What follows belongs to an exercise in optimizing a design on an open flow for small area and a short achievable clock period; a production flow would make more cautious choices. RTL that was checked went through simulation tests only; none was proved equivalent to the original. Function not checked in runs 4 and 6: the RTL went through the layout flow alone. Power is estimated from default activity; no workload was simulated.

File: flow/flow/run.sh
#!/bin/bash
# Standard layout, with two changes:
# - synthesis leaves adders to ABC instead of mapping them onto the
#   library's half/full-adder cells (ADDER_MAP_FILE empty);
# - the smallest plain buffer on every port.
set -euo pipefail
export ADDER_MAP_FILE=
export BUFFER_PORTS_ARGS="-buffer_cell sky130_fd_sc_hd__buf_1"
bash standard.sh > standard_flow.log 2>&1
File: flow/standard.sh
#!/bin/bash
# synth_recipe.tcl (not shown) runs the flow's synth.tcl, then flattens the netlist and writes it again
# the make line also repeats each setting of config.mk as NAME=value (left out here)
make -C /OpenROAD-flow-scripts/flow DESIGN_CONFIG=/design/flow/config.mk WORK_HOME=/design/flow/orfs CLKGATE_MAP_FILE= SYNTH_SCRIPT=/design/flow/synth_recipe.tcl "${@:-finish}"
File: flow/config.mk
export PLATFORM = sky130hd
export DESIGN_NAME = zorder_core
export DESIGN_NICKNAME = zorder_core
export VERILOG_FILES = /design/flow/design.v
export SDC_FILE = /design/flow/constraint.sdc
export NUM_CORES = 4
export LEC_CHECK = 0
export CAP_MARGIN = 20
export CORE_MARGIN = 2
export CORE_UTILIZATION = 35
export SETUP_SLACK_MARGIN = 5
export SLEW_MARGIN = 20
File: flow/constraint.sdc
create_clock -name core_clock -period 16.0 [get_ports {clk}]
set_input_delay 3.2000 -clock core_clock [delete_from_list [all_inputs] [get_ports {clk}]]
set_output_delay 3.2000 -clock core_clock [all_outputs]
set_load 0.01 [all_outputs]
File: flow/design.v
module zc_decode (
    input  wire        w,
    input  wire [63:0] x,
    output wire        sign,
    output wire [10:0] raw,       
    output wire [10:0] re,        
    output wire        sent,      
    output wire        nan,
    output wire        zero,      
    output wire        ge_bias,   
    output wire        eq_bias    
);
    wire e1_s = &x[30:23];
    wire e1_d = &x[62:52];
    wire e0_s = ~|x[30:23];
    wire e0_d = ~|x[62:52];
    wire s_lo = |x[22:0];
    wire s_hi = |x[51:23];
    wire allones = w ? e1_d : e1_s;
    wire ezero   = w ? e0_d : e0_s;
    wire sig_nz  = s_lo | (w & s_hi);
    assign sign = w ? x[63] : x[31];
    assign raw  = w ? x[62:52] : {3'b000, x[30:23]};
    assign nan  = allones & sig_nz;
    assign zero = ezero & ~sig_nz;
    assign sent = zero | allones;
    wire lo1 = w ? &x[61:52] : &x[29:23];    
    wire top = w ? x[62] : x[30];
    assign ge_bias = top | lo1;
    assign eq_bias = ~top & lo1;
    assign re = sent ? {1'b0, w, w, w, 7'h7F} : raw;
endmodule
module zc_msb #(
    parameter N = 64,
    parameter P = ((N <= 2) ? 1 : (N <= 4) ? 2 : (N <= 8) ? 3 : (N <= 16) ? 4 : (N <= 32) ? 5 : (N <= 64) ? 6 : 7)
) (
    input  wire [N-1:0] x,
    input  wire [N-1:0] a,
    output wire         v,
    output wire         g,
    output wire [P-1:0] pos
);
    generate
        if (N == 1) begin : g_leaf
            assign v   = x[0];
            assign g   = x[0] & a[0];
            assign pos = 1'b0;
        end else if (N == 2) begin : g_two
            assign v   = x[1] | x[0];
            assign g   = x[1] ? a[1] : (x[0] & a[0]);
            assign pos = x[1];
        end else begin : g_node
            localparam L  = 1 << (P - 1);      
            localparam H  = N - L;             
            localparam PH = ((H <= 2) ? 1 : (H <= 4) ? 2 : (H <= 8) ? 3 : (H <= 16) ? 4 : (H <= 32) ? 5 : (H <= 64) ? 6 : 7);
            wire          vh, gh, vl, gl;
            wire [PH-1:0] ph;
            wire [P-2:0]  pl;
            zc_msb #(.N(H)) u_h (.x(x[N-1:L]), .a(a[N-1:L]), .v(vh), .g(gh), .pos(ph));
            zc_msb #(.N(L)) u_l (.x(x[L-1:0]), .a(a[L-1:0]), .v(vl), .g(gl), .pos(pl));
            wire [P-2:0] phx = ph;             
            assign v   = vh | vl;
            assign g   = vh ? gh : gl;
            assign pos = vh ? {1'b1, phx} : {1'b0, pl};
        end
    endgenerate
endmodule
module zc_log2_64 (
    input  wire [63:0] x,
    output wire [5:0]  y
);
    wire v, g;
    zc_msb #(.N(64)) u (.x(x), .a(64'd0), .v(v), .g(g), .pos(y));
endmodule
module zc_pair #(
    parameter SCALAR = 0
) (
    input  wire        w,
    input  wire [63:0] p,
    input  wire [63:0] q,
    output wire [10:0] emax,
    output wire [11:0] t,
    output wire        same_mag,
    output wire [10:0] pre,       
    output wire        lt_same,   
    output wire        pneg,
    output wire        qneg,
    output wire        qnan
);
    wire        ps, qs, pnan, pz, qz, psent, qsent, pge, peq, qge, qeq;
    wire [10:0] praw, qraw, qre;
    zc_decode u_dp (.w(w), .x(p), .sign(ps), .raw(praw), .re(pre), .sent(psent),
                    .nan(pnan), .zero(pz), .ge_bias(pge), .eq_bias(peq));
    zc_decode u_dq (.w(w), .x(q), .sign(qs), .raw(qraw), .re(qre), .sent(qsent),
                    .nan(qnan), .zero(qz), .ge_bias(qge), .eq_bias(qeq));
    assign pneg = ~pnan & ps & ~pz;
    assign qneg = ~qnan & qs & ~qz;
    wire [63:0] x = p ^ q;
    wire        vE, gE, vH, gH, vM, gM, vL, gL;
    wire [3:0]  pE;
    wire [4:0]  pH, pL;
    wire [2:0]  pM;
    wire        vE0, vH0;
    zc_msb #(.N(11)) u_e (.x(x[62:52]), .a(p[62:52]), .v(vE0), .g(gE), .pos(pE));
    zc_msb #(.N(21)) u_h (.x(x[51:31]), .a(p[51:31]), .v(vH0), .g(gH), .pos(pH));
    assign vE = vE0 & w;
    assign vH = vH0 & w;
    zc_msb #(.N(8))  u_m (.x(x[30:23]),           .a(p[30:23]), .v(vM), .g(gM), .pos(pM));
    zc_msb #(.N(23)) u_l (.x(x[22:0]),            .a(p[22:0]),  .v(vL), .g(gL), .pos(pL));
    wire meq = ~(vE | vH | vM | vL);
    wire mgt = vE ? gE : vH ? gH : vM ? gM : gL;
    wire mlt = ~mgt & ~meq;
    assign same_mag = ~pnan & ~qnan & meq;
    assign lt_same  = pneg ? mgt : (~pnan & ~qnan & mlt);
    wire rgt = w ? gE : gM;
    wire req = w ? ~vE : ~vM;
    wire egt = (psent & qsent) ? 1'b0 :
               psent           ? ~qge :
               qsent           ? (pge & ~peq) : rgt;
    wire eeq = (psent & qsent) ? 1'b1 :
               psent           ? qeq :
               qsent           ? peq : req;
    wire        selp = egt & ~psent;
    wire        selq = ~egt & ~qsent;
    wire        selb = egt ? psent : qsent;
    wire        spd = selp & w, sps = selp & ~w, sqd = selq & w, sqs = selq & ~w;
    assign emax = ({11{spd}} & p[62:52]) | ({11{sqd}} & q[62:52]) |
                       ({11{sps}} & {3'b000, p[30:23]}) | ({11{sqs}} & {3'b000, q[30:23]}) |
                       ({11{selb}} & {1'b0, w, w, w, 7'h7F});
    wire       sx_nz = vH | (w & vM) | vL;
    wire [5:0] lg = vH       ? ({1'b0, pH} + 6'd31) :
                    (w & vM) ? ({3'b000, pM} + 6'd23) : {1'b0, pL};
    generate
        if (SCALAR) begin : g_scalar
            wire [11:0] lgc;
            zc_add #(.N(12)) u_lgc (.a({6'd0, lg}), .b(w ? 12'hBCD : 12'hF6A), .ci(1'b0), .s(lgc));
            assign t = (eeq & sx_nz) ? lgc : (w ? 12'hC01 : 12'hF81);
        end else begin : g_key
            assign t = {6'd0, (eeq & sx_nz) ? lg : (w ? 6'd52 : 6'd23)};
        end
    endgenerate
endmodule
module zc_add #(
    parameter N = 12
) (
    input  wire [N-1:0] a,
    input  wire [N-1:0] b,
    input  wire         ci,
    output wire [N-1:0] s
);
    wire [N-1:0] p0 = a ^ b;
    wire [N-1:0] g0 = a & b;
    reg  [N-1:0] G, P;
    reg  [N-1:0] Gn, Pn;
    integer d, i;
    always @* begin
        G = g0;
        P = p0;
        G[0] = g0[0] | (p0[0] & ci);
        for (d = 1; d < N; d = d * 2) begin
            Gn = G;
            Pn = P;
            for (i = 0; i < N; i = i + 1)
                if ((i / d) % 2 == 1) begin
                    Gn[i] = G[i] | (P[i] & G[(i / d) * d - 1]);
                    Pn[i] = P[i] & P[(i / d) * d - 1];
                end
            G = Gn;
            P = Pn;
        end
    end
    wire [N-1:0] c = {G[N-2:0], ci};
    assign s = p0 ^ c;
endmodule
module zc_ucmp #(
    parameter N = 13
) (
    input  wire [N-1:0] a,
    input  wire [N-1:0] b,
    output wire         gt,
    output wire         eq
);
    wire v;
    wire [((N <= 2) ? 1 : (N <= 4) ? 2 : (N <= 8) ? 3 : (N <= 16) ? 4 : (N <= 32) ? 5 : (N <= 64) ? 6 : 7)-1:0] pos;
    zc_msb #(.N(N)) u (.x(a ^ b), .a(a), .v(v), .g(gt), .pos(pos));
    assign eq = ~v;
endmodule
module zc_less_axes (
    input  wire         w,
    input  wire [255:0] p,
    input  wire [255:0] q,
    output wire [71:0]  kt,      
    output wire [3:0]   lt,      
    output wire         dec,     
    output wire         dval     
);
    wire [3:0] nd, ltx;
    genvar g;
    generate
        for (g = 0; g < 4; g = g + 1) begin : g_axis
            wire [10:0] emax, pre_unused;
            wire [11:0] t;
            wire        sm, pn, qn, qnan;
            zc_pair u_pair (
                .w(w), .p(p[g*64 +: 64]), .q(q[g*64 +: 64]),
                .emax(emax), .t(t), .same_mag(sm), .pre(pre_unused), .lt_same(lt[g]),
                .pneg(pn), .qneg(qn), .qnan(qnan)
            );
            assign kt[g*18 +: 18] = {~sm, t[5:0], emax};
            assign nd[g]  = pn ^ qn;
            assign ltx[g] = pn & ~qnan;
        end
    endgenerate
    assign dec  = |nd;
    assign dval = nd[3] ? ltx[3] :
                  nd[2] ? ltx[2] :
                  nd[1] ? ltx[1] : ltx[0];
endmodule
module zc_less_pick (
    input  wire [71:0] kt,
    input  wire [3:0]  lt,
    input  wire        dec,
    input  wire        dval,
    output wire        less
);
    wire [51:0] k;
    genvar g;
    generate
        for (g = 0; g < 4; g = g + 1) begin : g_key
            wire [11:0] key;
            zc_add #(.N(12)) u_add (.a({1'b0, kt[g*18 +: 11]}), .b({6'd0, kt[g*18+11 +: 6]}),
                                    .ci(1'b0), .s(key));
            assign k[g*13 +: 13] = {kt[g*18+17], key};
        end
    endgenerate
    wire gt10, eq10, gt20, eq20, gt30, eq30, gt21, eq21, gt31, eq31, gt32, eq32;
    zc_ucmp #(.N(13)) c10 (.a(k[25:13]), .b(k[12:0]),  .gt(gt10), .eq(eq10));
    zc_ucmp #(.N(13)) c20 (.a(k[38:26]), .b(k[12:0]),  .gt(gt20), .eq(eq20));
    zc_ucmp #(.N(13)) c30 (.a(k[51:39]), .b(k[12:0]),  .gt(gt30), .eq(eq30));
    zc_ucmp #(.N(13)) c21 (.a(k[38:26]), .b(k[25:13]), .gt(gt21), .eq(eq21));
    zc_ucmp #(.N(13)) c31 (.a(k[51:39]), .b(k[25:13]), .gt(gt31), .eq(eq31));
    zc_ucmp #(.N(13)) c32 (.a(k[51:39]), .b(k[38:26]), .gt(gt32), .eq(eq32));
    wire ge10 = gt10 | eq10, ge20 = gt20 | eq20, ge30 = gt30 | eq30;
    wire ge21 = gt21 | eq21, ge31 = gt31 | eq31, ge32 = gt32 | eq32;
    wire win3 = ge32 & ge31 & ge30;
    wire win2 = ~ge32 & ge21 & ge20;
    wire win1 = ~ge31 & ~ge21 & ge10;
    wire win0 = ~ge30 & ~ge20 & ~ge10;
    wire lsel = (win3 & lt[3]) | (win2 & lt[2]) | (win1 & lt[1]) | (win0 & lt[0]);
    assign less = dec ? dval : lsel;
endmodule
module zorder_core #(
    parameter D = 4
) (
    input  wire            clk,
    input  wire [3:0]      cmd,
    input  wire [63:0]     a,
    input  wire [63:0]     b,
    input  wire [D*64-1:0] p,
    input  wire [D*64-1:0] q,
    output wire [63:0]     res
);
    wire       w = cmd[3];
    wire [2:0] c = cmd[2:0];
    wire [10:0] emax, are;
    wire [11:0] t;
    wire        same_mag;
    wire        u0, u1, u2, u3;
    zc_pair #(.SCALAR(1)) u_ab (
        .w(w), .p(a), .q(b), .emax(emax), .t(t), .same_mag(same_mag), .pre(are),
        .lt_same(u0), .pneg(u1), .qneg(u2), .qnan(u3)
    );
    wire [5:0] lg;
    zc_log2_64 u_lg (.x({a[63:32] & {32{w}}, a[31:0]}), .y(lg));
    wire [71:0] kt;
    wire [3:0]  lt;
    wire        dec, dval;
    zc_less_axes u_axes (.w(w), .p(p), .q(q), .kt(kt), .lt(lt), .dec(dec), .dval(dval));
    reg [63:0] result;
    reg        sum;
    always @* begin
        sum = 1'b0;
        case (c)
            3'd0:    result = {a[63:32] & {32{w}}, a[31:0]};
            3'd1:    begin
                         result = {41'd0, (w ? 12'hC01 : 12'hF81), are};
                         sum    = 1'b1;
                     end
            3'd2:    result = {12'd0, a[51:23] & {29{w}}, a[22:0]};
            3'd3:    result = {58'd0, lg};
            3'd4:    begin
                         result = same_mag ? 64'hFFFFFFFF80000000 : {41'd0, t, emax};
                         sum    = ~same_mag;
                     end
            default: result = 64'd0;    
        endcase
    end
    reg [63:0] r_res;
    reg        r_sum;
    reg        r_isless;
    reg [71:0] r_kt;
    reg [3:0]  r_lt;
    reg        r_dec, r_dval;
    always @(posedge clk) begin
        r_res    <= result;
        r_sum    <= sum;
        r_isless <= (c == 3'd5);
        r_kt     <= kt;
        r_lt     <= lt;
        r_dec    <= dec;
        r_dval   <= dval;
    end
    wire [11:0] sv;
    zc_add #(.N(12)) u_sv (.a({1'b0, r_res[10:0]}), .b(r_res[22:11]), .ci(1'b0), .s(sv));
    wire less;
    zc_less_pick u_pick (.kt(r_kt), .lt(r_lt), .dec(r_dec), .dval(r_dval), .less(less));
    wire [63:0] rv = r_sum ? {{52{sv[11]}}, sv} : r_res;
    assign res = {rv[63:1], r_isless ? less : rv[0]};
endmodule
==> results by group, run 1 <==
Timing
  • Worst Tran Pin Value: 1.03 ns
  • Minimum clock period: 7.98 ns
  • Fin Setup TNS: 0 ns
  • Period utilisation layout: 49.9%
  • Hold Fails Final Rpt: 0
  • Final setup violation count: 0
  • Max-slew violations: 0
  • Slew HR: 30.5%
  • Hold WS: 3.04 ns
  • Fmax: 0.125 GHz
  • RSZ-0062 raised after global routing: false

Logic synthesis
  • Synthesized area per cell: 6.81 um^2
  • Mapped Cells: 3308
  • Ys flop type: dfxtp_1
  • Leading area contributor after synthesis: dfxtp_1
  • Sequential area share after synthesis: 12.8%
  • Post-synth EDFFs: 0
  • FF+latch count, synth: 144
  • Top cells by area, synth: dfxtp_1 13%, xnor2_1 9.5%, xor2_1 6.8%
  • Distinct cells, synth: 80
  • Yosys Warn Count: 2
  • Top cell type's share of synthesized area: 12.8%
  • Synthesized area: 22500 um^2
  • Post-synthesis net count: 3953
  • Post-synth ARST share: 0%

Detailed routing
  • Vias: 27.1k
  • Detailed Routing Iterations Pass 1: 6
  • Post-route DRC violation count: 0
  • Detailed-route wire length per cell: 18.8 um
  • Total Routed Length: 90800 um
  • Initial DRC Count: 2001
  • Routed Antenna Nets: 0
  • Vias per cell: 5.62

Setup path
  • Critical Path AT: 4.78 ns
  • Crit path max fanout: 7
  • Crit path max-delay family: compound AO/OA/AOI/OAI gates
  • Largest stage delay, worst path: 0.62 ns
  • Crit-path slowest cell: xnor2_1
  • CP Class: flop to output pin
  • Worst setup SP type: flop
  • CP Capture Type: output pin
  • Crit path buffers/inverters: 1
  • Cell mode on critical path: maj3_1
  • Worst path cell trace: a22oi_1 -> o21ai_0 -> maj3_1 -> a31oi_1 -> xnor2_1 -> a221oi_1 -> maj3_1 -> maj3_1 -> o221ai_1 -> a21oi_1 -> o311a_1 -> o221ai_1 -> buf_1
  • Critical Path RT: 12.80 ns

Cells and area
  • Synth-to-layout area growth: 18.0%
  • Fin nets: 4591
  • Non-Filler Instances: 4819
  • Fraction of layout cells with a size suffix above 1: 2.75%
  • Fin util: 41.5%

Placement
  • IO buf count: 707
  • Post-detail-place hpwl: 76100 um
  • GP Congestion: 0.992
  • # placed instances: 4782

GRT
  • Remaining global-route overflow: 0
  • First-pass GRT wire length: 139000 um
  • Vias in the first global route: 25.4k
  • Initial antenna violation count: 4
  • Total Routing Usage GR: 25.9%
  • Pin count of the biggest net entering global routing: 69

Die
  • Starting Density: 35.2%
  • Die span in y: 258 um
  • Die width: 258 um
  • Core area: 64100 um^2
  • Die ar.: 66400 um^2
  • Num rows: 93
  • I/O pin total: 709

Clock tree
  • Clock-pin slew on the worst setup and hold paths: 0.07 ns
  • Post-CTS sizing: 0
  • Clock tree buffer depth: 2
  • Hold Buf Count CTS: 0
  • H-tree Lvls: 4
  • CTS Root Cell: clkbuf_16
  • CTS tree: done
  • Clk sinks: 144
  • Setup Buffers After CTS: 0
  • Cts bufs inserted: 17

Worst hold path
  • Worst hold path depth: 2
  • Hold endpoint: r_res[48]
  • Worst Hold Launch: a[48]
  • Worst Hold Class: input port to flop

Status
  • Run status: no timing/DRC/antenna violations

Power
  • VDD IR max: 0.0805 mV
  • Pwr Density: 64.4 nW/um^2
  • Leak: 9.71 nW
  • Power Total: 1.71 mW

Run
  • Number of max-cap violations: 0
## per-layer routing
| layer | up-vias | routed length [um] | global-route usage (%) |
|---|---|---|---|
| met2 | 936 | 44800 | 46.3 |
| li1 | 13300 | - | - |
| met1 | 12600 | 38200 | 31.6 |
| met5 | - | 13 | 0 |
| met4 | 2 | 2700 | 8.73 |
| met3 | 168 | 5100 | 3.68 |
## registers in the layout, indices dropped and copies added, names as in the netlist
| name | flops |
|---|---|
| r_res | 64 |
| r_dec | 1 |
| r_sum | 1 |
| r_isless | 1 |
| r_lt | 4 |
| r_kt | 72 |
| r_dval | 1 |
## per-stage QoR
stage / setup slack, ns / cell area, um^2
final: 8.02 / 26600
after floorplan: 9.39 / 22500
after global routing: 7.69 / 26600
after CTS: 8.02 / 26600
after detailed placement: 8.30 / 26000
after global placement: 8.32 / 26000
## cell usage after synthesis, types with 36 or more instances
cell type and number:
nand3_1 75, xnor2_1 244, o21ai_0 210, maj3_1 137
a31oi_1 41, nor3_1 77, clkbuf_1 79, nand2_1 275
nand2b_1 66, xor2_1 175, nand4_1 83, o221ai_1 46
nor2_1 303, nor2b_1 65, and2_1 40, inv_1 270
o21ai_1 51, a21oi_1 168, a22oi_1 40, a211oi_1 36
mux2i_1 96, dfxtp_1 144, nor4_1 136, a21o_1 54
## cells by family (layout without fill, tap and decap cells)
logic type | Yosys count | in the layout | synth area share, %
buf+inv | 372 | 1023 | 6.27
compound gates | 887 | 887 | 25.6
xor+xnor | 422 | 422 | 16.5
fa+ha+maj | 158 | 158 | 7.13
other cells | 0 | 5 | 0
flops | 144 | 144 | 12.8
simple gates | 1223 | 1223 | 27.2
mux | 102 | 102 | 4.56
## cell type report
cell class	instances	area (um^2)
timing repair buffer	720	2760
clock inverter	14	158
inverter	271	1020
antenna	5	12.5
tap	855	1070
fill	6941	37500
clock buffer	18	439
sequential	144	2880
multi-input combinational	2792	18300
## cells in the final DEF (no fill, tap or decap), drive strengths merged, types with 136 or more instances in the layout
master / netlist / layout
a21oi: 168 / 168
buf: 21 / 719
dfxtp: 144 / 144
inv: 270 / 274
maj3: 158 / 158
nand2: 276 / 276
nor2: 303 / 303
nor4: 136 / 136
o21ai: 261 / 261
xnor2: 246 / 246
xor2: 176 / 176
## worst max path at each step
stage | startpoint | end | slack (ns) | cells past startpoint
global route | r_kt[65] | res[0] | 7.69 | 13
detailed placement | cmd[3] | r_kt[10] | 8.30 | 11
CTS | r_kt[65] | res[0] | 8.02 | 13
finish | r_kt[65] | res[0] | 8.02 | 13
global placement | cmd[3] | r_kt[10] | 8.32 | 11
floorplan | r_kt[65] | res[0] | 9.39 | 13
## power by group
| group | internal (mW) | switching (mW) |
|---|---|---|
| Clock | 0.236 | 0.175 |
| Combinational | 0.353 | 0.523 |
| Sequential | 0.389 | 0.0373 |
| Total | 0.978 | 0.735 |
==> run 2, diff against run 1 <==
==> flow/flow/run.sh (replaced) <==
#!/bin/bash
# Standard layout, with three changes:
# - synthesis leaves adders to ABC instead of mapping them onto the
#   library's half/full-adder cells (ADDER_MAP_FILE empty);
# - the smallest plain buffer on every port;
# - timing repair aims for 10 ns of setup slack.
set -euo pipefail
export ADDER_MAP_FILE=
export BUFFER_PORTS_ARGS="-buffer_cell sky130_fd_sc_hd__buf_1"
export SETUP_SLACK_MARGIN=10
bash standard.sh > standard_flow.log 2>&1
--- a/flow/config.mk
+++ b/flow/config.mk
@@ -10,3 +10,2 @@
 export CORE_UTILIZATION = 35
-export SETUP_SLACK_MARGIN = 5
 export SLEW_MARGIN = 20
==> results by group, run 2 <==
Logic synthesis
  • Post-synth EDFFs: 0
  • Post-synth ARST share: 0%
  • Mapped Cells: 3308
  • Yosys Warn Count: 2
  • Synthesized area: 22500 um^2
  • Leading area contributor after synthesis: dfxtp_1
  • Distinct cells, synth: 80
  • Top cells by area, synth: dfxtp_1 13%, xnor2_1 9.5%, xor2_1 6.8%
  • Top post-synthesis cells by count: 303 x nor2_1, 275 x nand2_1, 270 x inv_1
  • Top-count cell post-synth: nor2_1
  • Sequential area share after synthesis: 12.8%
  • Top cell type's share of synthesized area: 12.8%
  • Post-synthesis net count: 3953
  • FF+latch count, synth: 144
  • Synthesized area per cell: 6.81 um^2
  • Ys flop type: dfxtp_1

Setup path
  • Largest stage delay, worst path: 0.38 ns
  • Worst path cell trace: xor2_4 -> mux2i_2 -> a221oi_2 -> maj3_2 -> maj3_2 -> maj3_2 -> maj3_2 -> maj3_2 -> o21bai_1 -> a31oi_1 -> nand2b_1 -> o311a_1 -> o221ai_4 -> buf_2
  • Critical Path RT: 12.80 ns
  • Crit-path slowest cell: dfxtp_4
  • Crit path max fanout: 4
  • Cell mode on critical path: maj3_2
  • Worst setup SP type: flop
  • Critical Path AT: 4.18 ns
  • CP Capture Type: output pin
  • CP Class: flop to output pin

Worst hold path
  • Worst Hold Class: input port to flop

Die
  • Die span in y: 258 um
  • Die ar.: 66400 um^2
  • Starting Density: 35.2%
  • I/O pin total: 709
  • Die width: 258 um
  • Core area: 64100 um^2
  • Num rows: 93

Timing
  • Worst Tran Pin Value: 1.07 ns
  • Max-slew violations: 0
  • Hold WS: 3.01 ns
  • Period utilisation layout: 46.1%
  • Slew HR: 28.5%
  • Final setup violation count: 0
  • Hold Fails Final Rpt: 0
  • Fmax: 0.136 GHz
  • Fin Setup TNS: 0 ns
  • RSZ-0062 raised after global routing: true
  • Minimum clock period: 7.38 ns

Clock tree
  • Clk sinks: 144
  • CTS Root Cell: clkbuf_16
  • H-tree Lvls: 4
  • Cts bufs inserted: 17
  • Hold Buf Count CTS: 0
  • CTS tree: done
  • Clock-pin slew on the worst setup and hold paths: 0.06 ns
  • Clock tree buffer depth: 2

Cells and area
  • Largest Register: r_kt
  • Fill count: 6702
  • Most common cell after layout, fill and taps aside: buf_1
  • Fraction of layout cells with a size suffix above 1: 11.9%
  • Largest register FFs: 72
  • Synth-to-layout area growth: 27.2%
  • Most frequent cells in the layout: 614 x buf_1, 297 x nor2_1, 269 x inv_1, 268 x nand2_1, 223 x xnor2_1
  • Fin util: 44.7%
  • Biggest regs: r_kt: 72 flops, r_res: 64 flops, r_lt: 4 flops
  • Fin nets: 4649

Power
  • Pwr Density: 63.6 nW/um^2
  • VDD IR max: 0.0845 mV
  • Power Total: 1.82 mW
  • Leak: 10.8 nW

Detailed routing
  • Vias per cell: 5.67
  • Routed Antenna Nets: 0
  • Detailed-route wire length per cell: 19.2 um
  • Total Routed Length: 93400 um
  • Post-route DRC violation count: 0
  • Vias: 27.6k
  • Detailed Routing Iterations Pass 1: 6
  • Initial DRC Count: 1927

GRT
  • First-pass GRT wire length: 140000 um
  • Initial antenna violation count: 3
  • Remaining global-route overflow: 0
  • Pin count of the biggest net entering global routing: 127
  • Total Routing Usage GR: 26.2%
  • Vias in the first global route: 25.7k

Placement
  • IO buf count: 707
  • Post-detail-place hpwl: 75900 um
  • GP Congestion: 0.985

Run
  • Number of max-cap violations: 0

Status
  • Run status: no timing/DRC/antenna violations
[run 2: cell counts after synthesis]
Identical to the previous run, type by type.
[run 2: path summary, 6_finish.rpt]
check / from / to / depth (start not counted)
max: r_kt[48] / res[0] / 14
min: a[50] / r_res[50] / 2
[run 2: timing repair]
action                     in CTS  in global routing
gates resized for setup       211                168
setup endpoints to repair     165                140
pin swaps                      42                 66
setup buffers                  20                 27
cloned                          7                  2
[run 2: kinds of logic (layout without fill, tap and decap cells)]
logic type,after synthesis,in the layout,synth area share [%]
and+or+nand+nor,1223,1230,27.2
AOI/OAI and AO/OA,887,888,25.6
xor gates and xnor gates,422,422,16.5
buffers and inverters,372,1073,6.27
adders and majority gates,158,158,7.13
DFF,144,144,12.8
muxes,102,102,4.56
other,0,1,0
[run 2: critical path, delay by kind of cell (launching register included)]
family,cells,cell delay (ns)
compound gates,5,0.83
xor+xnor,1,0.28
fa+ha+maj,5,1.55
buf+inv,1,0.19
flops,1,0.38
mux,1,0.30
simple gates,1,0.17
[run 2: layout make-up]
type | instances | area, um^2 | share of cell area (%)
Timing Repair Buffer | 770 | 3420 | 11.9
Clock buffer | 19 | 443 | 1.55
Tap cell | 855 | 1070 | 3.73
Multi-Input combinational cell | 2800 | 19600 | 68.5
Inverter | 271 | 1020 | 3.56
Antenna cell | 1 | 2.50 | 0.00873
Clock inverter | 13 | 153 | 0.533
Sequential cell | 144 | 2910 | 10.1
[run 2: stage by stage]
stage / setup WS (ns) / cells / cell area [um^2]
3_5_place_dp: 8.52 / 4783 / 26200
3_3_place_gp: 8.51 / 4782 / 26200
4_1_cts: 8.60 / 4842 / 27800
6_report: 8.62 / 4873 / 28700
2_1_floorplan: 9.50 / 3308 / 22800
5_1_grt: 8.46 / 4873 / 28700
[run 2: routing by layer]
| metal | track usage [%] | wire length (um) | vias up |
|---|---|---|---|
| met5 | 0 | 0 | - |
| met4 | 8.48 | 2620 | 0 |
| met3 | 2.56 | 4770 | 156 |
| met2 | 46.4 | 45900 | 1017 |
| met1 | 33.2 | 40000 | 13000 |
| li1 | - | - | 13500 |
[run 2: report_power, final]
group          leakage [nW]  total, mW  switching (mW)  internal (mW)
clock                 0.287      0.413           0.176          0.236
sequential             1.20      0.432          0.0426          0.390
combinational          9.28      0.979           0.565          0.413
total                  10.8       1.82           0.784           1.04
==> run 3, diff against run 2 <==
--- a/flow/flow/run.sh
+++ b/flow/flow/run.sh
@@ -5,3 +5,3 @@
 # - the smallest plain buffer on every port;
-# - timing repair aims for 10 ns of setup slack.
+# - timing repair aims for 9 ns of setup slack, on the worst path only.
 set -euo pipefail
@@ -9,3 +9,3 @@
 export BUFFER_PORTS_ARGS="-buffer_cell sky130_fd_sc_hd__buf_1"
-export SETUP_SLACK_MARGIN=10
+export SETUP_SLACK_MARGIN=9
 bash standard.sh > standard_flow.log 2>&1
--- a/flow/config.mk
+++ b/flow/config.mk
@@ -11 +11,2 @@
 export SLEW_MARGIN = 20
+export TNS_END_PERCENT = 0
==> results by group, run 3 <==
Run
  • Number of max-cap violations: 0

Placement
  • # placed instances: 4782
  • Post-detail-place hpwl: 76100 um
  • GP Congestion: 0.992
  • IO buf count: 707

GRT
  • First-pass GRT wire length: 141000 um
  • Met2 Resource Use GR: 47.3%
  • Met3 Use GR: 3.77%
  • Total Routing Usage GR: 26.4%
  • Remaining global-route overflow: 0
  • Most Crowded Layer GR: met2
  • Vias in the first global route: 25.8k
  • Met1 usage: 32.0%
  • Pin count of the biggest net entering global routing: 73
  • Initial antenna violation count: 4

Detailed routing
  • Routed Antenna Nets: 0
  • Detailed Routing Iterations Pass 1: 7
  • Post-route DRC violation count: 0
  • Initial DRC Count: 1994
  • Detailed-route wire length per cell: 19.1 um
  • Total Routed Length: 92600 um
  • Vias: 27.3k
  • Vias per cell: 5.63

Logic synthesis
  • Post-synth EDFFs: 0
  • Main combinational cell family by area after synthesis: simple AND/OR/NAND/NOR gates
  • Synthesized area per cell: 6.81 um^2
  • Yosys Warn Count: 2
  • Ys flop type: dfxtp_1
  • Synthesized area: 22500 um^2
  • Area share of and/or/nand/nor cells after synthesis: 27.2%
  • Sequential area share after synthesis: 12.8%
  • Top cells by area, synth: dfxtp_1 13%, xnor2_1 9.5%, xor2_1 6.8%
  • Post-synthesis net count: 3953
  • Top cell type's share of synthesized area: 12.8%
  • Post-synthesis xor/xnor area fraction: 16.5%
  • Top post-synthesis cells by count: 303 x nor2_1, 275 x nand2_1, 270 x inv_1
  • Synth Area in Compound Gates: 25.6%
  • Mapped Cells: 3308
  • FF+latch count, synth: 144
  • Top-count cell post-synth: nor2_1
  • Post-synthesis mux area share: 4.56%
  • Synth Area in Adders: 7.13%
  • Leading area contributor after synthesis: dfxtp_1
  • Post-synth ARST share: 0%
  • Distinct cells, synth: 80

Timing
  • Minimum clock period: 7.28 ns
  • Final setup violation count: 0
  • Hold Fails Final Rpt: 0
  • Period utilisation layout: 45.5%
  • Fin Setup TNS: 0 ns
  • RSZ-0062 raised after global routing: true
  • Slew HR: 31.4%
  • Max-slew violations: 0
  • Worst Tran Pin Value: 1.02 ns
  • Fmax: 0.137 GHz

Power
  • VDD IR max: 0.0805 mV
  • Pwr Density: 64.5 nW/um^2
  • Leak: 10.1 nW

Die
  • Die ar.: 66400 um^2
  • Num rows: 93
  • I/O pin total: 709
  • Core area: 64100 um^2
  • Die width: 258 um
  • Die span in y: 258 um
  • Starting Density: 35.2%

Cells and area
  • Biggest regs: r_kt: 72 flops, r_res: 64 flops, r_lt: 4 flops
  • Most common cell after layout, fill and taps aside: buf_1
  • Synth-to-layout area growth: 21.6%
  • Fin nets: 4620
  • Largest register FFs: 72
  • Non-Filler Instances: 4848
  • Fraction of layout cells with a size suffix above 1: 6.62%
  • Most frequent cells in the layout: 675 x buf_1, 301 x nor2_1, 274 x nand2_1, 269 x inv_1, 234 x xnor2_1
  • Largest Register: r_kt

Setup path
  • Worst path cell trace: a21oi_2 -> o21ai_2 -> maj3_2 -> maj3_2 -> a21o_1 -> a222oi_1 -> o21ai_1 -> maj3_2 -> maj3_2 -> maj3_2 -> xor2_4 -> buf_12 -> nand2_8 -> o21ai_2 -> buf_4
  • Largest stage delay, worst path: 0.36 ns
  • Critical Path AT: 4.08 ns
  • Cell mode on critical path: maj3_2
  • CP Capture Type: output pin
  • Crit-path slowest cell: dfxtp_4
  • CP Class: flop to output pin
  • Crit path max fanout: 7
  • Worst setup SP type: flop
  • Critical Path RT: 12.80 ns

Clock tree
  • CTS tree: done
  • H-tree Lvls: 4
  • Clock-pin slew on the worst setup and hold paths: 0.08 ns
  • CTS Root Cell: clkbuf_16
  • Hold Buf Count CTS: 0
  • Clock tree buffer depth: 2
  • Clk sinks: 144
  • Cts bufs inserted: 17

Worst hold path
  • Worst Hold Class: input port to flop

Status
  • Run status: no timing/DRC/antenna violations
==> run 3: logic make-up (layout without fill, tap and decap cells) <==
logic type | after synthesis | after routing
multiplexers | 102 | 102
adder cells (fa/ha/maj) | 158 | 158
AND/OR/NAND/NOR | 1223 | 1227
other | 0 | 5
flip-flops | 144 | 144
buffers and inverters | 372 | 1048
AO/OA/AOI/OAI | 887 | 887
XOR/XNOR | 422 | 422
==> run 3: critical path: cells and delay by family, from the launching register on <==
| kind | cells | cell delay, ns |
|---|---|---|
| AOI/OAI and AO/OA | 6 | 0.91 |
| buffers and inverters | 2 | 0.36 |
| and+or+nand+nor | 1 | 0.12 |
| DFF | 1 | 0.36 |
| adders and majority gates | 5 | 1.67 |
| xor gates and xnor gates | 1 | 0.17 |
==> run 3: final timing paths <==
path | start | endpoint | slack, ns | depth (start not counted)
hold / removal | a[48] | r_res[48] | 3.05 | 2
setup / recovery | r_res[11] | res[16] | 8.72 | 15
==> run 3: power breakdown <==
part | internal (mW) | total (mW) | switching, mW
logic | 0.382 | 0.925 | 0.543
clock network | 0.236 | 0.413 | 0.177
registers | 0.390 | 0.431 | 0.0417
==> run 3: through the flow <==
step	setup WS (ns)	cell area (um^2)	hold WS (ns)	util (%)	power, mW
finish	8.72	27400	3.05	42.8	1.77
global route	8.52	27400	3.03	42.7	1.89
CTS	8.70	27300	3.01	42.5	1.77
detailed placement	8.30	26000	3.52	40.5	1.30
global placement	8.32	26000	3.51	40.5	1.30
floorplan	9.39	22500	3.30	-	1.00
==> run 3: area by class of cell <==
cell class              count  area (um^2)
diodes                      5         12.5
clock buffers              18          439
clock inverters            14          158
fillers                  6862        36700
inverters                 271         1020
multi-input cells        2796        18800
flip-flops and latches    144         2910
well taps                 855         1070
repair buffers            745         3020
==> run 3: per-layer routing <==
layer,up-vias,wire length [um],share of wire (%)
met5,-,13,0.014
met4,2,2790,3.0
met3,165,5350,5.8
met2,982,45900,50
met1,12700,38500,42
li1,13400,-,-
==> run 3: repair_timing <==
| action | in CTS | in global routing |
|---|---|---|
| setup buffers | 22 | 3 |
| cloned | 4 | 0 |
| endpoints found under the setup margin | 61 | 84 |
| gates resized for setup | 133 | 32 |
| pin swaps | 19 | 7 |
==> run 4, diff against run 3 <==
--- a/flow/design.v
+++ b/flow/design.v
@@ -49,3 +49,3 @@
             assign v   = x[1] | x[0];
-            assign g   = x[1] ? a[1] : (x[0] & a[0]);
+            assign g   = (x[1] & a[1]) | (~x[1] & x[0] & a[0]);
             assign pos = x[1];
@@ -62,3 +62,3 @@
             assign v   = vh | vl;
-            assign g   = vh ? gh : gl;
+            assign g   = gh | (~vh & gl);
             assign pos = vh ? {1'b1, phx} : {1'b0, pl};
==> results by group, run 4 <==
Status
  • Run status: no timing/DRC/antenna violations

Placement
  • GP Congestion: 1.05
  • Post-detail-place hpwl: 77300 um
  • # placed instances: 4761
  • IO buf count: 707
  • Placed inst area: 25700 um^2

Cells and area
  • Most frequent cells in the layout: 684 x buf_1, 312 x nor2_1, 287 x inv_1, 275 x nand2_1, 242 x xnor2_1
  • Non-Filler Instances: 4817
  • Fraction of layout cells with a size suffix above 1: 4.32%
  • Fin nets: 4593
  • Layout Cell Area excl Fill: 26700 um^2
  • Biggest regs: r_kt: 72 flops, r_res: 64 flops, r_lt: 4 flops
  • Largest Register: r_kt
  • Most common cell after layout, fill and taps aside: buf_1
  • Synth-to-layout area growth: 19.9%
  • Largest register FFs: 72

Setup path
  • Critical path startpoint: r_res[1]
  • Critical Path RT: 12.80 ns
  • Crit path max fanout: 13
  • Critical Path AT: 4.49 ns
  • Setup crit end: res[19]
  • CP Class: flop to output pin
  • CP Capture Type: output pin
  • Worst setup SP type: flop

Timing
  • Minimum clock period: 7.69 ns
  • Period utilisation layout: 48.1%
  • RSZ-0062 raised after global routing: true
  • Fin Setup TNS: 0 ns
  • Hold Fails Final Rpt: 0
  • Final setup violation count: 0
  • Worst Tran Pin Value: 1.07 ns
  • Fmax: 0.130 GHz
  • Slew HR: 28.3%
  • Max-slew violations: 0

GRT
  • Initial antenna violation count: 11
  • Met2 Resource Use GR: 47.1%
  • Pin count of the biggest net entering global routing: 71
  • Remaining global-route overflow: 0
  • Most Crowded Layer GR: met2
  • Met1 usage: 34.0%
  • Total Routing Usage GR: 26.9%
  • Met3 Use GR: 3.46%
  • Vias in the first global route: 25.5k
  • First-pass GRT wire length: 142000 um

Die
  • Die span in y: 256 um
  • Die ar.: 65600 um^2
  • Starting Density: 35.3%
  • Core area: 63000 um^2
  • I/O pin total: 709
  • Num rows: 92
  • Die width: 256 um

Logic synthesis
  • Sequential area share after synthesis: 13.0%
  • Post-synth ARST share: 0%
  • Synthesized area: 22200 um^2
  • Mapped Cells: 3287
  • Post-synth EDFFs: 0
  • Distinct cells, synth: 79
  • Yosys Warn Count: 2
  • FF+latch count, synth: 144
  • Top post-synthesis cells by count: 313 x nor2_1, 288 x inv_1, 275 x nand2_1
  • Leading area contributor after synthesis: dfxtp_1
  • Post-synthesis net count: 3932
  • Top cell type's share of synthesized area: 13.0%
  • Ys flop type: dfxtp_1
  • Top cells by area, synth: dfxtp_1 13%, xnor2_1 9.6%, xor2_1 7.2%
  • Synthesized area per cell: 6.76 um^2
  • Top-count cell post-synth: nor2_1

Clock tree
  • Clock-pin slew on the worst setup and hold paths: 0.06 ns
  • CTS tree: done
  • H-tree Lvls: 4
  • CTS Root Cell: clkbuf_16
  • Clock tree buffer depth: 2
  • Clk sinks: 144
  • Cts bufs inserted: 17

Detailed routing
  • Total Routed Length: 93300 um
  • Post-route DRC violation count: 0
  • Routed Antenna Nets: 0
  • Vias per cell: 5.63
  • Vias: 27.1k
  • Detailed-route wire length per cell: 19.4 um
  • Initial DRC Count: 2218
  • Detailed Routing Iterations Pass 1: 5

Power
  • Leak: 9.88 nW
  • VDD IR max: 0.0745 mV
  • Pwr Density: 64.4 nW/um^2

Worst hold path
  • Worst Hold Class: input port to flop

Run
  • Number of max-cap violations: 0
[run 4: cell count changes after synthesis, sizes merged, moves of 12 or more]
cell,delta
a21oi,+36
mux2i,-30
nand2b,-12
a211oi,-17
o21ai,-43
inv,+18
o221ai,-12
[run 4: worst min path at each step]
stage,end,slack [ns],startpoint,cells after the start
floorplan,r_res[15],3.31,a[15],2
global placement,r_res[40],3.54,a[40],2
detailed placement,r_res[40],3.54,a[40],2
CTS,r_res[40],3.07,a[40],2
global route,r_res[40],3.08,a[40],2
finish,r_res[40],3.10,a[40],2
[run 4: through the flow]
stage	util, %	hold slack (ns)	setup WS (ns)	power, mW
finish	42.3	3.10	8.31	1.72
detailed placement	40.9	3.54	8.20	1.30
global route	42.3	3.08	8.11	1.84
global placement	40.9	3.54	8.26	1.30
CTS	42.2	3.07	8.16	1.71
floorplan	-	3.31	8.94	0.998
[run 4: area by class of cell]
type	count	area (um^2)
Clock buffer	18	439
Fill cell	6905	36300
Clock inverter	13	128
Inverter	288	1080
Antenna cell	11	27.5
Multi-Input combinational cell	2764	18100
Timing Repair Buffer	733	2910
Tap cell	846	1060
Sequential cell	144	2890
[run 4: report_power, final]
| group | total [mW] | internal (mW) | leakage [nW] | switching, mW |
|---|---|---|---|---|
| Sequential | 0.425 | 0.389 | 1.19 | 0.0358 |
| Combinational | 0.899 | 0.358 | 8.42 | 0.541 |
| Clock | 0.393 | 0.220 | 0.275 | 0.173 |
[run 4: critical path, stage by stage, from the launching register on]
cell and delay [ns]:
dfxtp_4 0.36, a31oi_4 0.20, o31ai_2 0.10, maj3_2 0.33, maj3_2 0.32, maj3_2 0.32
maj3_2 0.32, maj3_2 0.33, maj3_2 0.32, maj3_2 0.32, maj3_2 0.36, xor2_4 0.17
buf_12 0.18, nand2_8 0.14, o21ai_2 0.10, buf_1 0.17
[run 4: logic make-up (layout without fill, tap and decap cells)]
family	Yosys count	in the layout	synth area share [%]
AND/OR/NAND/NOR	1224	1228	27.4
buffers and inverters	383	1052	6.49
multiplexers	78	78	3.58
flip-flops	144	144	13.0
other	0	11	0
adder cells (fa/ha/maj)	156	156	7.07
AO/OA/AOI/OAI	876	876	25.7
XOR/XNOR	426	426	16.8
[run 4: routing by layer]
metal	wire length, um	share of wire, %
met5	11	0.012
met1	40400	43
met2	44700	48
met4	3120	3.3
met3	5060	5.4
[run 4: repair_timing]
action                                  in CTS  in global routing
setup buffers                                9                  0
pin swaps                                    9                  0
hold buffers                                 0                  0
gates resized for setup                     53                  8
cloned                                       4                  0
endpoints found under the setup margin      55                 64
==> run 5, diff against run 4 <==
--- a/flow/design.v
+++ b/flow/design.v
@@ -49,3 +49,3 @@
             assign v   = x[1] | x[0];
-            assign g   = (x[1] & a[1]) | (~x[1] & x[0] & a[0]);
+            assign g   = x[1] ? a[1] : (x[0] & a[0]);
             assign pos = x[1];
@@ -62,3 +62,3 @@
             assign v   = vh | vl;
-            assign g   = gh | (~vh & gl);
+            assign g   = vh ? gh : gl;
             assign pos = vh ? {1'b1, phx} : {1'b0, pl};
--- a/flow/flow/run.sh
+++ b/flow/flow/run.sh
@@ -5,3 +5,3 @@
 # - the smallest plain buffer on every port;
-# - timing repair aims for 9 ns of setup slack, on the worst path only.
+# - timing repair aims for 12 ns of setup slack, on the worst path only.
 set -euo pipefail
@@ -9,3 +9,3 @@
 export BUFFER_PORTS_ARGS="-buffer_cell sky130_fd_sc_hd__buf_1"
-export SETUP_SLACK_MARGIN=9
+export SETUP_SLACK_MARGIN=12
 bash standard.sh > standard_flow.log 2>&1
==> results by group, run 5 <==
Logic synthesis
  • Top post-synthesis cells by count: 303 x nor2_1, 275 x nand2_1, 270 x inv_1
  • Top cells by area, synth: dfxtp_1 13%, xnor2_1 9.5%, xor2_1 6.8%
  • FF+latch count, synth: 144
  • Post-synth ARST share: 0%
  • Top-count cell post-synth: nor2_1
  • Post-synthesis net count: 3953
  • Sequential area share after synthesis: 12.8%
  • Ys flop type: dfxtp_1
  • Yosys Warn Count: 2
  • Top cell type's share of synthesized area: 12.8%
  • Leading area contributor after synthesis: dfxtp_1
  • Distinct cells, synth: 80
  • Mapped Cells: 3308
  • Synthesized area: 22500 um^2
  • Post-synth EDFFs: 0
  • Synthesized area per cell: 6.81 um^2

GRT
  • Pin count of the biggest net entering global routing: 73
  • Total Routing Usage GR: 26.4%
  • Vias in the first global route: 25.8k
  • Remaining global-route overflow: 0
  • First-pass GRT wire length: 141000 um
  • Initial antenna violation count: 4

Timing
  • Max-slew violations: 0
  • Hold WS: 3.07 ns
  • RSZ-0062 raised after global routing: true
  • Fin Setup TNS: 0 ns
  • Minimum clock period: 7.45 ns
  • Hold Fails Final Rpt: 0
  • Period utilisation layout: 46.6%
  • Final setup violation count: 0
  • Fmax: 0.134 GHz
  • Worst Tran Pin Value: 1.24 ns
  • Slew HR: 17.1%

Detailed routing
  • Total Routed Length: 93000 um
  • Vias per cell: 5.67
  • Detailed Routing Iterations Pass 1: 8
  • Initial DRC Count: 2059
  • Routed Antenna Nets: 0
  • Vias: 27.5k
  • Detailed-route wire length per cell: 19.2 um
  • Post-route DRC violation count: 0

Cells and area
  • Largest Register: r_kt
  • Most frequent cells in the layout: 672 x buf_1, 302 x nor2_1, 274 x nand2_1, 269 x inv_1, 236 x xnor2_1
  • Synth-to-layout area growth: 21.9%
  • Most common cell after layout, fill and taps aside: buf_1
  • Fraction of layout cells with a size suffix above 1: 6.28%
  • Fin nets: 4617
  • Biggest regs: r_kt: 72 flops, r_res: 64 flops, r_lt: 4 flops
  • Non-Filler Instances: 4844
  • Largest register FFs: 72
  • Layout Cell Area excl Fill: 27500 um^2

Worst hold path
  • Worst Hold Class: input port to flop
  • Hold endpoint: r_res[40]
  • Worst hold path depth: 2
  • Worst Hold Launch: a[40]

Clock tree
  • CTS Root Cell: clkbuf_16
  • Clk sinks: 144
  • Cts bufs inserted: 17
  • CTS tree: done
  • H-tree Lvls: 4
  • Hold Buf Count CTS: 0
  • Clock-pin slew on the worst setup and hold paths: 0.07 ns
  • Clock tree buffer depth: 2

Die
  • Starting Density: 35.2%
  • Die span in y: 258 um
  • Die width: 258 um
  • Core area: 64100 um^2
  • Die ar.: 66400 um^2
  • I/O pin total: 709
  • Num rows: 93

Power
  • Leak: 10.1 nW
  • Pwr Density: 67.4 nW/um^2
  • Power Total: 1.85 mW
  • VDD IR max: 0.0804 mV

Placement
  • Placed inst area: 26000 um^2
  • IO buf count: 707
  • GP Congestion: 0.960
  • # placed instances: 4782
  • Post-detail-place hpwl: 76500 um

Setup path
  • Critical Path RT: 12.80 ns
  • CP Class: flop to output pin
  • CP Capture Type: output pin
  • Critical Path AT: 4.25 ns
  • Crit path max fanout: 3
  • Worst setup SP type: flop

Status
  • Run status: no timing/DRC/antenna violations

Run
  • Number of max-cap violations: 0
-- run 5: changes by cell type in the layout (fill, tap and decap cells not counted), moves of 14 or more --
cell and delta:
clkbuf_2 +15, maj3_2 +19, o21ai_2 +28, maj3_1 -17, a21oi_1 -38, inv_1 -18, mux2i_1 +29, a211oi_1 +14
-- run 5: stage by stage --
| stage | worst slack [ns] | util [%] |
|---|---|---|
| floorplan | 9.49 | - |
| global placement | 8.45 | 40.6 |
| detailed placement | 8.40 | 40.6 |
| CTS | 8.52 | 42.4 |
| global route | 8.33 | 42.8 |
| finish | 8.55 | 42.8 |
-- run 5: per-layer routing --
metal	vias up	GRT usage, %	wire length, um
met2	1073	47.2	45700
li1	13400	-	-
met5	-	0	0
met4	0	6.97	2060
met1	12900	33.3	39900
met3	134	3.17	5290
-- run 5: kinds of logic (layout without fill, tap and decap cells) --
logic type,after synthesis,after routing,share of synthesized area [%]
mux,102,102,4.56
simple gates,1223,1229,27.2
compound gates,887,887,25.6
fa+ha+maj,158,158,7.13
xor+xnor,422,422,16.5
buf+inv,372,1042,6.27
flops,144,144,12.8
other cells,0,5,0
-- run 5: worst max-delay path by stage --
stage | to | start | depth (start not counted) | slack (ns)
final | res[0] | r_kt[55] | 14 | 8.55
after global routing | res[0] | r_kt[69] | 14 | 8.33
after CTS | res[0] | r_kt[55] | 14 | 8.52
after detailed placement | r_kt[20] | cmd[3] | 10 | 8.40
after global placement | r_kt[10] | cmd[3] | 11 | 8.45
after floorplan | res[23] | r_res[0] | 14 | 9.49
-- run 5: power by group --
part           total [mW]  switching (mW)  leakage [nW]  internal (mW)
Sequential          0.431          0.0417          1.19          0.390
Clock               0.479           0.163         0.335          0.316
Combinational       0.941           0.554          8.62          0.387
Total                1.85           0.759          10.1           1.09
-- run 5: worst max-delay path, stage by stage, from the launching register on --
cell and delay, ns:
dfxtp_4 0.37, xnor2_4 0.27, mux2i_4 0.30, a221oi_2 0.08, maj3_2 0.31, maj3_2 0.30
maj3_2 0.30, maj3_2 0.31, maj3_2 0.30, o21bai_1 0.19, a31oi_2 0.15, nand2b_1 0.17
o311a_1 0.36, o221ai_4 0.21, buf_6 0.16
-- run 5: timing repair --
action / 4_1_cts / 5_1_grt
resized for setup: 92 / 57
setup endpoints to repair: 207 / 207
pin swaps: 23 / 11
buffers inserted: 13 / 6
cloned: 4 / 2
-- run 5: layout make-up --
| cell class | count | area (um^2) |
|---|---|---|
| well taps | 855 | 1070 |
| multi-input cells | 2798 | 18800 |
| fillers | 6909 | 36700 |
| repair buffers | 740 | 2960 |
| clock buffers | 22 | 464 |
| flip-flops and latches | 144 | 2900 |
| inverters | 271 | 1020 |
| clock inverters | 9 | 228 |
| diodes | 5 | 12.5 |
==> run 6, diff against run 5 <==
--- a/flow/design.v
+++ b/flow/design.v
@@ -34,3 +34,3 @@
     parameter N = 64,
-    parameter P = ((N <= 2) ? 1 : (N <= 4) ? 2 : (N <= 8) ? 3 : (N <= 16) ? 4 : (N <= 32) ? 5 : (N <= 64) ? 6 : 7)
+    parameter P = (N <= 1) ? 1 : $clog2(N)
 ) (
@@ -54,3 +54,3 @@
             localparam H  = N - L;             
-            localparam PH = ((H <= 2) ? 1 : (H <= 4) ? 2 : (H <= 8) ? 3 : (H <= 16) ? 4 : (H <= 32) ? 5 : (H <= 64) ? 6 : 7);
+            localparam PH = (H <= 1) ? 1 : $clog2(H);
             wire          vh, gh, vl, gl;
@@ -183,3 +183,3 @@
     wire v;
-    wire [((N <= 2) ? 1 : (N <= 4) ? 2 : (N <= 8) ? 3 : (N <= 16) ? 4 : (N <= 32) ? 5 : (N <= 64) ? 6 : 7)-1:0] pos;
+    wire [((N <= 1) ? 1 : $clog2(N))-1:0] pos;
     zc_msb #(.N(N)) u (.x(a ^ b), .a(a), .v(v), .g(gt), .pos(pos));
==> flow/flow/run.sh (replaced) <==
#!/bin/bash
# Standard layout, with the smallest plain buffer on every port.
set -euo pipefail
export BUFFER_PORTS_ARGS="-buffer_cell sky130_fd_sc_hd__buf_1"
bash standard.sh > standard_flow.log 2>&1
--- a/flow/config.mk
+++ b/flow/config.mk
@@ -10,3 +10,3 @@
 export CORE_UTILIZATION = 35
+export SETUP_SLACK_MARGIN = 5
 export SLEW_MARGIN = 20
-export TNS_END_PERCENT = 0
==> results by group, run 6 <==
Detailed routing
  • Routed Antenna Nets: 0
  • Total Routed Length: 93500 um
  • Post-route DRC violation count: 0
  • Vias per cell: 5.61
  • Vias: 27.9k
  • Detailed Routing Iterations Pass 1: 8
  • Initial DRC Count: 2035
  • Detailed-route wire length per cell: 18.8 um

Cells and area
  • Fraction of layout cells with a size suffix above 1: 3.65%
  • Biggest regs: r_kt: 72 flops, r_res: 64 flops, r_lt: 4 flops
  • Most common cell after layout, fill and taps aside: buf_1
  • Fin nets: 4946
  • Layout Cell Area excl Fill: 28200 um^2
  • Largest Register: r_kt
  • Largest register FFs: 72
  • Synth-to-layout area growth: 16.9%
  • Most frequent cells in the layout: 706 x buf_1, 428 x inv_1, 293 x nand2_1, 234 x nor2_1, 228 x o21ai_0

Clock tree
  • CTS tree: done
  • Cts bufs inserted: 17
  • Clock-pin slew on the worst setup and hold paths: 0.07 ns
  • Post-CTS sizing: 0
  • Setup Buffers After CTS: 0
  • H-tree Lvls: 4
  • Clk sinks: 144
  • CTS Root Cell: clkbuf_16
  • Hold Buf Count CTS: 0
  • Clock tree buffer depth: 2

Logic synthesis
  • Synthesized area per cell: 7.05 um^2
  • Distinct cells, synth: 101
  • Top post-synthesis cells by count: 429 x inv_1, 293 x nand2_1, 234 x nor2_1
  • Mapped Cells: 3417
  • Post-synth ARST share: 0%
  • Yosys Warn Count: 2
  • Leading area contributor after synthesis: dfxtp_1
  • Post-synth EDFFs: 0
  • Post-synthesis net count: 4293
  • Ys flop type: dfxtp_1
  • Top-count cell post-synth: inv_1
  • FF+latch count, synth: 144
  • Top cell type's share of synthesized area: 12.0%
  • Sequential area share after synthesis: 12.0%
  • Top cells by area, synth: dfxtp_1 12%, ha_1 11%, inv_1 6.7%
  • Synthesized area: 24100 um^2

GRT
  • Pin count of the biggest net entering global routing: 67
  • Vias in the first global route: 26.3k
  • Remaining global-route overflow: 0
  • Initial antenna violation count: 4
  • Total Routing Usage GR: 25.0%
  • First-pass GRT wire length: 143000 um

Setup path
  • CP Capture Type: output pin
  • Worst setup SP type: flop
  • Critical Path RT: 12.80 ns
  • Crit path max fanout: 4
  • CP Class: flop to output pin
  • Critical Path AT: 4.86 ns

Power
  • Pint: 1.06 mW
  • Combinational share of power: 56.4%
  • VDD IR max: 0.0744 mV
  • Sw frac: 43.9%
  • Leak: 11.4 nW
  • Clock Power Share: 21.9%
  • Pwr Density: 67.2 nW/um^2
  • Sequential power share: 21.8%
  • Sw power: 0.831 mW

Die
  • Die width: 266 um
  • Num rows: 96
  • Die span in y: 266 um
  • I/O pin total: 709
  • Core area: 68300 um^2
  • Die ar.: 71000 um^2
  • Starting Density: 35.3%

Placement
  • Placed inst area: 27600 um^2
  • IO buf count: 707
  • Worst Setup Slack post-DPL: 8.14 ns
  • Post-detail-place hpwl: 78900 um
  • GP Congestion: 1.00

Timing
  • Fin Setup TNS: 0 ns
  • Slew HR: 30.8%
  • Worst Tran Pin Value: 1.04 ns
  • Final setup violation count: 0
  • Hold Fails Final Rpt: 0
  • RSZ-0062 raised after global routing: false
  • Hold WS: 3.08 ns
  • Fmax: 0.124 GHz
  • Max-slew violations: 0
  • Setup WS post-layout: 7.94 ns
  • Minimum clock period: 8.06 ns
  • Period utilisation layout: 50.4%

Run
  • Number of max-cap violations: 0

Worst hold path
  • Worst Hold Class: input port to flop

Status
  • Run status: no timing/DRC/antenna violations
==> run 6: routing by layer <==
layer / global-route usage, % / part of all wire, % / vias up
met5: 0 / 0.016 / -
met4: 7.88 / 2.7 / 2
met3: 3.21 / 5.5 / 169
met2: 43.0 / 48 / 978
met1: 32.4 / 44 / 13000
li1: - / - / 13800
==> run 6: worst paths after layout <==
check      from         to  slack [ns]  depth (start not counted)
max    r_kt[65]     res[0]        7.94                         19
min       a[32]  r_res[32]        3.08                          2
==> run 6: layout make-up <==
cell class	instances	area, um^2
Antenna cell	5	12.5
Sequential cell	144	2880
Clock buffer	19	433
Tap cell	882	1100
Timing Repair Buffer	718	2740
Fill cell	7317	40200
Clock inverter	13	163
Inverter	430	1610
Multi-Input combinational cell	2759	19200
==> run 6: through the flow <==
step,util [%],cells,power [mW]
after floorplan,-,3417,1.12
after global placement,40.3,4933,1.46
after detailed placement,40.3,4933,1.47
after CTS,41.2,4965,1.90
after global routing,41.2,4968,2.05
final,41.2,4970,1.89
==> run 6: cells by family after synthesis <==
| kind of cell | after synthesis | synth area share, % |
|---|---|---|
| AO/OA/AOI/OAI | 927 | 25.6 |
| XOR/XNOR | 241 | 8.76 |
| adder cells (fa/ha/maj) | 316 | 16.1 |
| buffers and inverters | 514 | 8.36 |
| flip-flops | 144 | 12.0 |
| multiplexers | 97 | 4.25 |
| AND/OR/NAND/NOR | 1178 | 24.9 |
==> run 6: worst max-delay path: stages, from the launching register on <==
cell	delay, ns
dfxtp_1	0.32
ha_1	0.13
inv_1	0.04
fa_1	0.39
nand2b_1	0.21
a21o_1	0.21
a21oi_1	0.23
and2_1	0.19
nand3_1	0.10
xnor2_1	0.36
ha_1	0.33
nand2b_1	0.16
maj3_1	0.36
maj3_1	0.35
o31ai_1	0.07
nor2_1	0.10
nor3b_1	0.21
mux2_2	0.20
o21a_1	0.24
buf_1	0.19
==> run 6: power by group through the flow <==
stage	combinational, mW	sequential [mW]	clock, mW
after CTS	1.06	0.412	0.425
after global placement	1.04	0.420	0
after floorplan	0.712	0.412	0
final	1.07	0.412	0.415
after global routing	1.19	0.416	0.441
after detailed placement	1.05	0.420	0
==> run 7, diff against run 6 <==
--- a/flow/design.v
+++ b/flow/design.v
@@ -34,3 +34,3 @@
     parameter N = 64,
-    parameter P = (N <= 1) ? 1 : $clog2(N)
+    parameter P = ((N <= 2) ? 1 : (N <= 4) ? 2 : (N <= 8) ? 3 : (N <= 16) ? 4 : (N <= 32) ? 5 : (N <= 64) ? 6 : 7)
 ) (
@@ -54,3 +54,3 @@
             localparam H  = N - L;             
-            localparam PH = (H <= 1) ? 1 : $clog2(H);
+            localparam PH = ((H <= 2) ? 1 : (H <= 4) ? 2 : (H <= 8) ? 3 : (H <= 16) ? 4 : (H <= 32) ? 5 : (H <= 64) ? 6 : 7);
             wire          vh, gh, vl, gl;
@@ -183,3 +183,3 @@
     wire v;
-    wire [((N <= 1) ? 1 : $clog2(N))-1:0] pos;
+    wire [((N <= 2) ? 1 : (N <= 4) ? 2 : (N <= 8) ? 3 : (N <= 16) ? 4 : (N <= 32) ? 5 : (N <= 64) ? 6 : 7)-1:0] pos;
     zc_msb #(.N(N)) u (.x(a ^ b), .a(a), .v(v), .g(gt), .pos(pos));
==> flow/flow/run.sh (replaced) <==
#!/bin/bash
# Standard layout, with these changes:
# - synthesis (flow/synth_fast.tcl, otherwise the standard flow's synthesis script) has
#   ABC map the logic with a delay target of 4000 ps using yosys's own ABC
#   script, and leaves adders to ABC (ADDER_MAP_FILE empty);
# - the smallest plain buffer on every port;
# - timing repair aims for 9 ns of setup slack, on the worst path only.
set -euo pipefail
export ADDER_MAP_FILE=
export FAST_ABC_D=4000
export BUFFER_PORTS_ARGS="-buffer_cell sky130_fd_sc_hd__buf_1"
export SETUP_SLACK_MARGIN=9
sed "s#SYNTH_SCRIPT=[^ ]*#SYNTH_SCRIPT=$PWD/flow/synth_fast.tcl#" standard.sh > standard_fast.sh
bash standard_fast.sh > standard_flow.log 2>&1
==> flow/flow/synth_fast.tcl (new file) <==
# The standard flow's synthesis script, with ABC mapping the logic against a delay
# target (yosys's own ABC script with -D) instead of ORFS's speed script.
proc abc {args} {
  set a {}
  set skip 0
  foreach x $args {
    if { $skip } { set skip 0; continue }
    if { $x eq "-script" } { set skip 1; continue }
    lappend a $x
  }
  yosys abc {*}$a -D $::env(FAST_ABC_D)
}
proc synth {args} { yosys synth -nofsm -noshare {*}$args }
source $::env(SCRIPTS_DIR)/synth.tcl
# left out here: clear keep_hierarchy, flatten, clean up, hide names made inside functions, write 1_2_yosys.v
--- a/flow/config.mk
+++ b/flow/config.mk
@@ -10,3 +10,3 @@
 export CORE_UTILIZATION = 35
-export SETUP_SLACK_MARGIN = 5
 export SLEW_MARGIN = 20
+export TNS_END_PERCENT = 0
==> results by group, run 7 <==
Placement
  • Placed inst area: 23600 um^2
  • IO buf count: 707
  • Post-detail-place hpwl: 75500 um
  • GP Congestion: 1.01

Cells and area
  • Largest Register: r_kt
  • Synth-to-layout area growth: 24.2%
  • Fin nets: 4425
  • Biggest regs: r_kt: 72 flops, r_res: 64 flops, r_lt: 4 flops
  • Fraction of layout cells with a size suffix above 1: 5.30%
  • Largest register FFs: 72
  • Most frequent cells in the layout: 704 x buf_1, 317 x nand2_1, 288 x inv_1, 236 x a21oi_1, 230 x o21ai_0
  • Most common cell after layout, fill and taps aside: buf_1
  • Layout Cell Area excl Fill: 24800 um^2

Logic synthesis
  • Post-synth EDFFs: 0
  • Leading area contributor after synthesis: dfxtp_1
  • Synthesized area per cell: 6.52 um^2
  • Yosys Warn Count: 2
  • Post-synthesis net count: 3715
  • Top cells by area, synth: dfxtp_1 14%, o21ai_0 7.2%, xnor2_1 6.7%
  • Top-count cell post-synth: nand2_1
  • Distinct cells, synth: 76
  • FF+latch count, synth: 144
  • Top post-synthesis cells by count: 321 x nand2_1, 289 x inv_1, 286 x o21ai_0
  • Post-synth ARST share: 0%
  • Synthesized area: 20000 um^2
  • Sequential area share after synthesis: 14.4%
  • Ys flop type: dfxtp_1
  • Top cell type's share of synthesized area: 14.4%
  • Mapped Cells: 3070

Setup path
  • CP Capture Type: output pin
  • Critical path startpoint: r_res[12]
  • Crit-path slowest cell: dfxtp_2
  • Crit path max fanout: 7
  • Critical Path RT: 12.80 ns
  • Worst path cell trace: xnor2_2 -> o21ai_2 -> maj3_2 -> maj3_2 -> maj3_2 -> maj3_2 -> a21o_1 -> o21ai_2 -> o21ai_2 -> maj3_2 -> maj3_2 -> maj3_4 -> o21ai_4 -> buf_12 -> a21o_4 -> o21ai_0 -> buf_2
  • CP Class: flop to output pin
  • Cell mode on critical path: maj3_2
  • Worst setup SP type: flop
  • Setup crit end: res[12]
  • Largest stage delay, worst path: 0.35 ns
  • Critical Path AT: 4.63 ns

Clock tree
  • Cts bufs inserted: 17
  • Hold Buf Count CTS: 0
  • Clock tree buffer depth: 2
  • Clock-pin slew on the worst setup and hold paths: 0.07 ns
  • CTS tree: done
  • H-tree Lvls: 4
  • CTS Root Cell: clkbuf_16
  • Clk sinks: 144

Die
  • Starting Density: 35.4%
  • Die ar.: 59100 um^2
  • Die span in y: 243 um
  • Core area: 56500 um^2
  • I/O pin total: 709
  • Num rows: 87
  • Die width: 243 um

Worst hold path
  • Worst Hold Launch: p[125]
  • Worst Hold Class: input port to flop

Timing
  • Period utilisation layout: 48.9%
  • Hold WS: 3.04 ns
  • Worst Tran Pin Value: 0.972 ns
  • Fmax: 0.128 GHz
  • RSZ-0062 raised after global routing: true
  • Final setup violation count: 0
  • Minimum clock period: 7.83 ns
  • Slew HR: 35.0%
  • Max-slew violations: 0
  • Hold Fails Final Rpt: 0
  • Fin Setup TNS: 0 ns

Power
  • Pwr Density: 68.5 nW/um^2
  • Leak: 9.15 nW
  • VDD IR max: 0.0653 mV

Detailed routing
  • Metal3 WL: 6410 um
  • Vias per cell: 5.79
  • Detailed Routing Iterations Pass 1: 8
  • Initial DRC Count: 2229
  • Vias: 26.4k
  • Total Routed Length: 91700 um
  • Top sig layer: met5
  • Met2 WL: 44200 um
  • Met1 WL: 35900 um
  • Post-route DRC violation count: 0
  • Routed Antenna Nets: 0
  • Detailed-route wire length per cell: 20.1 um

GRT
  • Initial antenna violation count: 16
  • First-pass GRT wire length: 137000 um
  • Pin count of the biggest net entering global routing: 77
  • Total Routing Usage GR: 29.1%
  • Vias in the first global route: 24.4k
  • Remaining global-route overflow: 0

Run
  • Number of max-cap violations: 0

Status
  • Run status: no timing/DRC/antenna violations
-- run 7: kinds of logic after synthesis --
group / Yosys count / synth area share [%]
adder cells (fa/ha/maj): 73 / 3.67
AO/OA/AOI/OAI: 997 / 31.5
AND/OR/NAND/NOR: 1213 / 30.8
buffers and inverters: 346 / 6.51
XOR/XNOR: 278 / 12.2
flip-flops: 144 / 14.4
multiplexers: 19 / 0.976
-- run 7: per-stage QoR --
step / std cells / setup WS [ns] / utilization, % / total power [mW]
6_report: 4563 / 8.17 / 44.0 / 1.70
5_1_grt: 4561 / 7.91 / 44.0 / 1.81
4_1_cts: 4544 / 8.17 / 43.7 / 1.68
3_5_place_dp: 4484 / 8.05 / 41.7 / 1.23
3_3_place_gp: 4484 / 7.99 / 41.7 / 1.23
2_1_floorplan: 3070 / 8.94 / - / 0.949
-- run 7: area by class of cell --
class | instances | area, um^2
fill | 6234 | 31700
multi-input combinational | 2586 | 16400
timing repair buffer | 742 | 2950
sequential | 144 | 2900
inverter | 289 | 1080
tap | 756 | 946
clock buffer | 20 | 457
clock inverter | 12 | 109
antenna | 14 | 35.0
-- run 7: power by group --
part | leakage (nW) | internal [mW] | switching, mW | total (mW)
clock network | 0.271 | 0.222 | 0.169 | 0.391
logic | 7.69 | 0.370 | 0.517 | 0.887
registers | 1.19 | 0.391 | 0.0331 | 0.424
-- run 7: repair_timing --
| item | 4_1_cts | 5_1_grt |
|---|---|---|
| gates cloned | 6 | 0 |
| endpoints found under the hold margin | 0 | 0 |
| buffers inserted | 22 | 5 |
| pin swaps | 49 | 19 |
| endpoints found under the setup margin | 68 | 72 |
| resized for setup | 72 | 13 |
-- run 7: worst min-delay path by stage --
stage | endpoint | slack (ns) | cells after the start
3_5_place_dp | r_res[63] | 3.51 | 3
3_3_place_gp | r_res[63] | 3.51 | 3
5_1_grt | r_kt[27] | 3.04 | 3
6_report | r_kt[27] | 3.04 | 3
2_1_floorplan | r_kt[64] | 3.31 | 2
4_1_cts | r_res[63] | 3.03 | 3
-- run 7: layer usage --
layer | vias up | track usage [%]
li1 | 12700 | -
met3 | 250 | 5.12
met5 | - | 0
met2 | 1211 | 50.5
met4 | 4 | 15.2
met1 | 12200 | 34.2
-- run 7: critical path, delay by kind of cell, from the launching register on --
family,cells,cell delay [ns]
adders and majority gates,7,2.36
AOI/OAI and AO/OA,7,0.90
DFF,1,0.35
buffers and inverters,2,0.34
xor gates and xnor gates,1,0.20

[port drivers added, routing unchanged]
The flow's constraints put no driver on any port. The routed layouts listed below were extracted and timed again, unchanged, in two steps.
Step 1: set_driving_cell puts a clkbuf_16 on clk and a buf_2 on each other input, an assumption about the parent block.
Step 2 times the ports against the registers' clock, not the clock port: input delays grow and output delays shrink by t, the midpoint of the rising clock arrivals with the driver on.
Three values: no drivers, after step 1, after step 2; two values: the first two.
run | shift t [ns] | slack for setup (ns)
run 1 | 0.518 | 8.016 / 7.960 / 8.110
run 2 | 0.520 | 8.624 / 8.569 / 9.089
run 3 | 0.520 | 8.723 / 8.665 / 8.374
run 4 | 0.494 | 8.307 / 8.253 / 8.433
run 5 | 0.516 | 8.547 / 8.489 / 8.137
run 6 | 0.507 | 7.938 / 7.883 / 8.057
run 7 | 0.512 | 8.168 / 8.114 / 7.835
After both steps setup and hold are still met in every run listed.
